What follows belongs to an exercise in optimizing a design on an open flow for small area, a short achievable clock period and few clock cycles; a production flow would make more cautious choices.
In this exercise RTL edits were held to simulation tests only and were not proved equivalent to the original.

`flow/config.mk`:
```
export PLATFORM = sky130hd
export DESIGN_NAME = mx_frame_tx
export DESIGN_NICKNAME = mx_frame_tx
export VERILOG_FILES = /design/flow/design.v
export SDC_FILE = /design/flow/constraint.sdc
export NUM_CORES = 4
export LEC_CHECK = 0
export CAP_MARGIN = 20
export CORE_MARGIN = 2
export CORE_UTILIZATION = 40
export SLEW_MARGIN = 20
```
`flow/run.sh`:
```
#!/bin/bash
# synth_recipe.tcl (not shown) runs the flow's synth.tcl, then flattens the netlist and writes it again
# the make line also repeats each setting of config.mk as NAME=value (left out here)
make -C /OpenROAD-flow-scripts/flow DESIGN_CONFIG=/design/flow/config.mk WORK_HOME=/design/flow/orfs CLKGATE_MAP_FILE= SYNTH_SCRIPT=/design/flow/synth_recipe.tcl finish
```
`flow/constraint.sdc`:
```
create_clock -name core_clock -period 10.0 [get_ports {clk}]
set_input_delay 2.0000 -clock core_clock [delete_from_list [all_inputs] [get_ports {clk}]]
set_output_delay 2.0000 -clock core_clock [all_outputs]
set_load 0.01 [all_outputs]
```
`flow/design.v`:
```
`timescale 1ns/1ps
module mx_frame_tx (
    input  wire       clk,
    input  wire       rst,
    input  wire       cmd_valid,
    output wire       cmd_ready,
    input  wire [7:0] cmd_len,
    input  wire       in_valid,
    output wire       in_ready,
    input  wire [7:0] in_data,
    output reg        w_valid,
    input  wire       w_ready,
    output reg  [7:0] w_data,
    output reg        w_last,
    output reg        rej
);
    localparam integer M    = 5;
    localparam integer MAXF = 160;
    localparam [7:0] SENT_END   = 8'h00;
    localparam [7:0] SENT_BEGIN = 8'h01;
    localparam [7:0] SENT_ENC   = 8'hFE;
    localparam [31:0] FNV_OFFSET = 32'h811C9DC5;
    function [31:0] fnv_up;
        input [31:0] h;
        input [7:0]  b;
        reg   [31:0] x, r0, r1, r2, r3, r4, r5;
        reg   [31:0] s1, c1, s2, c2, s3, c3, s4, c4;
        begin
            x  = h ^ {24'd0, b};
            r0 = x;       r1 = x << 1;  r2 = x << 4;
            r3 = x << 7;  r4 = x << 8;  r5 = x << 24;
            s1 = r0 ^ r1 ^ r2;  c1 = ((r0 & r1) | (r0 & r2) | (r1 & r2)) << 1;
            s2 = r3 ^ r4 ^ r5;  c2 = ((r3 & r4) | (r3 & r5) | (r4 & r5)) << 1;
            s3 = s1 ^ c1 ^ s2;  c3 = ((s1 & c1) | (s1 & s2) | (c1 & s2)) << 1;
            s4 = s3 ^ c3 ^ c2;  c4 = ((s3 & c3) | (s3 & c2) | (c3 & c2)) << 1;
            fnv_up = s4 + c4;
        end
    endfunction
    function [7:0] b64_sym;
        input [5:0] v;
        begin
            if (v < 6'd26)       b64_sym = 8'h41 + {2'b00, v};
            else if (v < 6'd52)  b64_sym = 8'h61 + {2'b00, v} - 8'd26;
            else if (v < 6'd62)  b64_sym = 8'h30 + {2'b00, v} - 8'd52;
            else if (v == 6'd62) b64_sym = 8'h2B;
            else                 b64_sym = 8'h2F;
        end
    endfunction
    function is_sent;
        input [7:0] b;
        begin
            is_sent = (b == SENT_END) || (b == SENT_BEGIN) || (b == SENT_ENC);
        end
    endfunction
    reg  [7:0]  rem;      
    reg  [4:0]  sn;       
    reg         pend;     
    reg         lact;     
    reg  [2:0]  lplen;    
    reg  [2:0]  lidx;     
    reg  [7:0]  lhdr;     
    reg  [7:0]  q [0:M-1];
    reg  [2:0]  qn;
    wire lfull = lact && (lidx == lplen);
    wire take;            
    wire lstart = pend && (!lact || take);
    assign cmd_ready = !pend && !(lact && !lfull);
    assign in_ready  = lact && (lidx != lplen) && (qn != 3'd5);
    wire       rem_le5 = (rem <= 8'd5);
    wire [2:0] rem_p   = rem_le5 ? rem[2:0] : 3'd5;
    wire       wr      = in_valid && in_ready;
    always @(posedge clk) begin
        if (rst) begin
            rem   <= 8'd0;
            sn    <= 5'd0;
            pend  <= 1'b0;
            lact  <= 1'b0;
            lplen <= 3'd0;
            lidx  <= 3'd0;
            rej   <= 1'b0;
        end else begin
            rej <= 1'b0;
            if (cmd_valid && cmd_ready) begin
                if (cmd_len > MAXF) begin
                    rej <= 1'b1;
                end else begin
                    rem  <= cmd_len;
                    sn   <= 5'd0;
                    pend <= 1'b1;
                end
            end
            if (lstart) begin
                lact  <= 1'b1;
                lplen <= rem_p;
                lidx  <= 3'd0;
                rem   <= rem - {5'd0, rem_p};
                sn    <= sn + 5'd1;
                pend  <= !rem_le5;
            end else begin
                if (take)
                    lact <= 1'b0;
                if (wr)
                    lidx <= lidx + 3'd1;
            end
        end
    end
    always @(posedge clk) begin
        if (lstart)
            lhdr <= {rem_le5, sn == 5'd0, 1'b0, sn};
        else if (wr && is_sent(in_data))
            lhdr[5] <= 1'b1;
    end
    reg         eact;     
    reg         ebin;     
    reg         efe;      
    reg  [3:0]  cnt;      
    reg  [7:0]  sbr;      
    reg  [31:0] hash;
    reg  [1:0]  ph;       
    reg  [5:0]  lo;       
    reg         eq;       
    wire step    = eact && (!w_valid || w_ready);
    wire consume = step && (ebin ? (!efe && ph != 2'd3 && cnt != 4'd0) : 1'b1);
    wire hashing = (cnt >= 4'd4);                  
    wire pop     = consume && (cnt >= 4'd5);       
    wire t_end = (cnt == 4'd1);
    wire b_end = (ph == 2'd3) && (cnt == 4'd0);
    wire c_end = step && (ebin ? (!efe && b_end) : t_end);
    assign take = lfull && (!eact || c_end);
    wire [31:0] hash_n = fnv_up(hash, sbr);
    reg  [5:0] sv;
    reg  [5:0] lo_n;
    always @(*) begin
        case (ph)
        2'd0:    begin sv = sbr[7:2];            lo_n = {sbr[1:0], 4'd0}; end
        2'd1:    begin sv = {lo[5:4], sbr[7:4]}; lo_n = {sbr[3:0], 2'd0}; end
        2'd2:    begin sv = {lo[5:2], sbr[7:6]}; lo_n = sbr[5:0];         end
        default: begin sv = lo;                  lo_n = lo;               end
        endcase
    end
    always @(posedge clk) begin
        if (rst) begin
            eact    <= 1'b0;
            ebin    <= 1'b0;
            efe     <= 1'b0;
            cnt     <= 4'd0;
            ph      <= 2'd0;
            eq      <= 1'b0;
            w_valid <= 1'b0;
        end else begin
            if (step)
                w_valid <= 1'b1;
            else if (w_ready)
                w_valid <= 1'b0;
            if (consume)
                cnt <= cnt - 4'd1;
            if (step && ebin) begin
                if (efe) begin
                    efe <= 1'b0;
                end else begin
                    ph <= ph + 2'd1;
                    if (cnt == 4'd0 && (ph == 2'd1 || ph == 2'd2))
                        eq <= 1'b1;
                end
            end
            if (take) begin
                eact <= 1'b1;
                ebin <= lhdr[5];
                efe  <= lhdr[5];
                cnt  <= {1'b0, lplen} + 4'd4;
                ph   <= 2'd0;
                eq   <= 1'b0;
            end else if (c_end) begin
                eact <= 1'b0;
            end
        end
    end
    always @(posedge clk) begin
        if (take)
            hash <= FNV_OFFSET;
        else if (consume && hashing)
            hash <= hash_n;
        if (take)
            sbr <= lhdr;
        else if (consume) begin
            case (cnt)
            4'd4:    sbr <= hash_n[7:0];
            4'd3:    sbr <= hash[15:8];
            4'd2:    sbr <= hash[23:16] ^ hash[31:24];
            4'd1:    sbr <= 8'd0;
            default: sbr <= q[0];
            endcase
        end
        if (step && ebin && !efe)
            lo <= lo_n;
        if (step) begin
            if (!ebin) begin
                w_data <= sbr;
                w_last <= t_end;
            end else if (efe) begin
                w_data <= SENT_ENC;
                w_last <= 1'b0;
            end else begin
                w_data <= eq ? 8'h3D : b64_sym(sv);
                w_last <= b_end;
            end
        end
    end
    integer k;
    always @(posedge clk) begin
        for (k = 0; k < M; k = k + 1) begin
            if (pop) begin
                if (wr && ({1'b0, qn} == k + 1))
                    q[k] <= in_data;
                else if (k < M - 1)
                    q[k] <= q[k + 1];
            end else if (wr && ({1'b0, qn} == k)) begin
                q[k] <= in_data;
            end
        end
    end
    always @(posedge clk) begin
        if (rst)
            qn <= 3'd0;
        else
            qn <= qn + {2'd0, wr} - {2'd0, pop};
    end
endmodule
```
==> run summary <==
- Setup bufs post-CTS: 0
- CP Max Fanout: 6
- Die area: between 20000 and 30000 µm²
- TNS Setup: 0 ns
- DRC viols: 0
- Post-Syn Instances: 1205
- Vias per cell: 5.44
- Met3 WL: 1050 µm
- Ys async rst share: 0%
- Maximum clock rate: 190 MHz
- FP Rows: 60
- CTS Root Buffer Type: clkbuf_16
- Total Routing Usage GR: 19.3%
- GP Congestion: 0.879
- Clock-pin slew on the worst setup and hold paths: 0.06 ns
- ANT nets after route: 0
- Commonest cells in the netlist: inv_1 (133), nor2_1 (105), dfxtp_1 (93)
- Worst EP arrival: roughly 5.6 ns
- Layout area overhead: 10.9%
- Largest cells by area after synthesis: dfxtp_1 (17%), fa_1 (14%), edfxtp_1 (13%), ha_1 (8.4%), inv_1 (4.6%)
- CTS resizes: 0
- Synthesized flop and latch total: 139
- Max-slew violation count: 0
- Delay-heaviest family, CP: adder cells
- Pre-antenna DRT Iters: 5
- Worst-margin pin slew: 0.918 ns
- Post-Syn Area: 10900 µm²
- Count leader, synth: inv_1
- H-tree Lvls: 4
- Fin nets: 1381
- Syn nets: roughly 1400
- CTS tree: done
- CP max-delay cell: a2111oi_2
- Iter 0 DRT Violations: 592
- Total of max-cap violations: 0
- Status: complete, no violations
- Core area: 26800 µm²
- Layout Cells excl Fill: roughly 1600
- Crit path time final: around 5.3 ns
- Post-synth cell types: 81
- Die X: 169 µm
- DIE HEIGHT: 169 µm
- Cell Chain, Critical Path: xnor2_1 -> inv_1 -> fa_1 -> inv_1 -> fa_1 -> fa_1 -> inv_1 -> ha_1 -> and3_1 -> o211ai_1 -> a2111oi_2 -> o31ai_1 -> xor2_1 -> a211oi_1
- Delay of the slowest critical-path stage: just over 0.7 ns
- Post-placement cell count: 1531
- Number of port buffers: 33
- Routed via count: 8510
- Top-Level Pins: 34
- Fill count: 2564
- Main synth FF type: dfxtp_1
- Startpoint Class: flip-flop
- EDFF count, synth: 46
- Largest net degree at the start of global routing: 37
- DR WL met2: 12100 µm
- Worst Path Buf+Inv: 3
- Final Cycle Share: 52.6%
- Worst skew pair latency: 0.42 ns
- Layout cells sized above 1: 6.87%
- Wire per inst: 16.9 µm
- # setup viols final: 0
- Register area share after synthesis: 29.8%
- CTS Buffer Depth: 2
- Routed Wire Length: 26400 µm
- First-pass GRT wire length: between 40000 and 50000 µm
- Cell taking the most area after synthesis: dfxtp_1
- Diodes inserted: 0
- Hold_buf cts: 0
- Yosys warnings: 2
- Met1 wire length: approximately 13000 µm
- Worst path required time: 10.34 ns
- Global route overflow: 0
- Max layer used: met4
- Initial Util: roughly 40%
- Crit Path Class: reg2reg
- CTS sink count: 139
- Dpl hpwl: a little under 20000 µm
- Worst rel slew slack: 38.6%
- Worst Setup End Kind: flip-flop
- Util after Layout: 45.0%
- Hold Vio Cnt, Final: 0
- Hold Crit Class: reg2reg
- Antenna violations before repair: 0
- Mean area per synthesized cell: 9.03 µm²
- Share of the synthesized area in the top cell type: 17.1%
- RSZ-0062 raised after global routing: no
- Inserted Clock Buffers: 17
- Skew final: 0.00644 ns
- Vias in the first global route: between 8000 and 9000
final timing paths:
kind,slack (ns),endpoint,cells past startpoint,from
hold reg to reg,0.47,hash[3],2,hash[3]
setup reg to reg,4.74,hash[27],14,sbr[7]
setup / recovery,4.74,hash[27],14,sbr[7]
hold / removal,0.47,hash[3],2,hash[3]
cell families (layout without fill, tap and decap cells):
kind of cell / count (synthesis) / in the layout / synth area share, %
AO/OA/AOI/OAI: 307 / 307 / 18.7
XOR/XNOR: 67 / 67 / 5.39
adder cells (fa/ha/maj): 151 / 151 / 22.8
buffers and inverters: 187 / 204 / 6.79
flip-flops: 139 / 139 / 29.8
multiplexers: 21 / 21 / 2.12
AND/OR/NAND/NOR: 333 / 333 / 14.4
stage by stage:
stage / setup WS (ns) / hold slack (ns) / area, µm²
CTS: 4.82 / 0.471 / 12100
floorplan: 5.59 / 0.448 / 10900
global placement: 4.39 / 0.457 / 11400
detailed placement: 4.37 / 0.462 / 11400
global route: 4.46 / 0.501 / 12100
finish: 4.74 / 0.467 / 12100
per-layer routing:
layer  up-vias  global-route usage (%)
met4         0                    4.65
met2       175                    30.8
met5         -                       0
met1      4108                    27.3
met3        29                    3.16
li1       4198                       -
registers in the layout (all words and copies together), names as in the netlist, 2 cells and up:
name    flops
qn          3
q          40
lidx        3
lo          6
w_data      8
cnt         4
rem         8
lplen       3
sn          5
lhdr        8
ph          2
hash       32
sbr         8
cells in the final DEF, fill, tap and decap left out, types with 4 or more instances in the layout:
cell type,Yosys,final
bufinv_16,0,4
edfxtp_1,46,46
nor2_1,105,103
xnor2_1,38,38
a21o_1,15,15
o22ai_2,8,8
a221oi_1,7,7
dfxtp_1,93,93
o211ai_1,9,9
nand3_1,29,29
nand2b_1,8,8
buf_4,1,5
and2_1,4,4
o22a_1,10,10
a211oi_1,9,9
xor2_1,29,29
clkdlybuf4s50_1,0,33
nand4_1,4,4
mux2_2,16,16
nand2_1,89,89
a22oi_1,15,15
clkinv_2,0,4
fa_1,78,78
o31ai_1,5,5
o21a_1,9,9
nor2b_1,8,8
mux2i_1,5,5
a21oi_1,91,91
clkbuf_16,0,17
a31oi_1,11,11
nor3_1,37,37
o21ai_0,52,52
ha_1,73,73
o21bai_1,5,5
o22ai_1,21,21
inv_1,133,133
or3_1,10,10
or2_2,5,5
and3_1,14,14
final cells by class:
type,count,area (µm²),share of cell area [%]
multi-input combinational,879,6900,57.2
sequential,139,3240,26.9
inverter,134,503,4.17
tap,341,427,3.54
clock buffer,17,425,3.53
timing repair buffer,38,368,3.05
clock inverter,15,195,1.62
worst reg2reg max path, delay by kind of cell, from the launching register on:
kind | cells | cell delay, ns
XOR/XNOR | 2 | 0.85
buffers and inverters | 3 | 0.29
AND/OR/NAND/NOR | 1 | 0.22
flip-flops | 1 | 0.48
adder cells (fa/ha/maj) | 4 | 1.96
AO/OA/AOI/OAI | 4 | 1.40
Testbench counts, summed over its fixed seeds: cycles 23,720.

==> static timing again, ports no longer ideal <==
How much do the figures lean on ideal ports? The routed layout below was timed once more, with nothing changed but the port constraints.
Step 1 assumes that a clkbuf_16 drives the clock port and a buf_2 every other input.
Step 2 times the ports against the registers' clock, not the clock port: input delays grow and output delays shrink by t, the midpoint of the rising clock arrivals with the driver on.
Three values: no drivers, after step 1, after step 2; two values: the first two.
shift t [ns]: 0.466
setup slack, ns: 4.741 / 4.741 / 4.362
hold WS [ns]: 0.467 / 0.467 / 0.467
worst register clock-pin slew, ns: 0.06 / 0.06
After both steps this run still meets setup and hold. For this run, drivers alone change the setup slack by 0.000 ns; drivers and shift together by -0.379 ns.
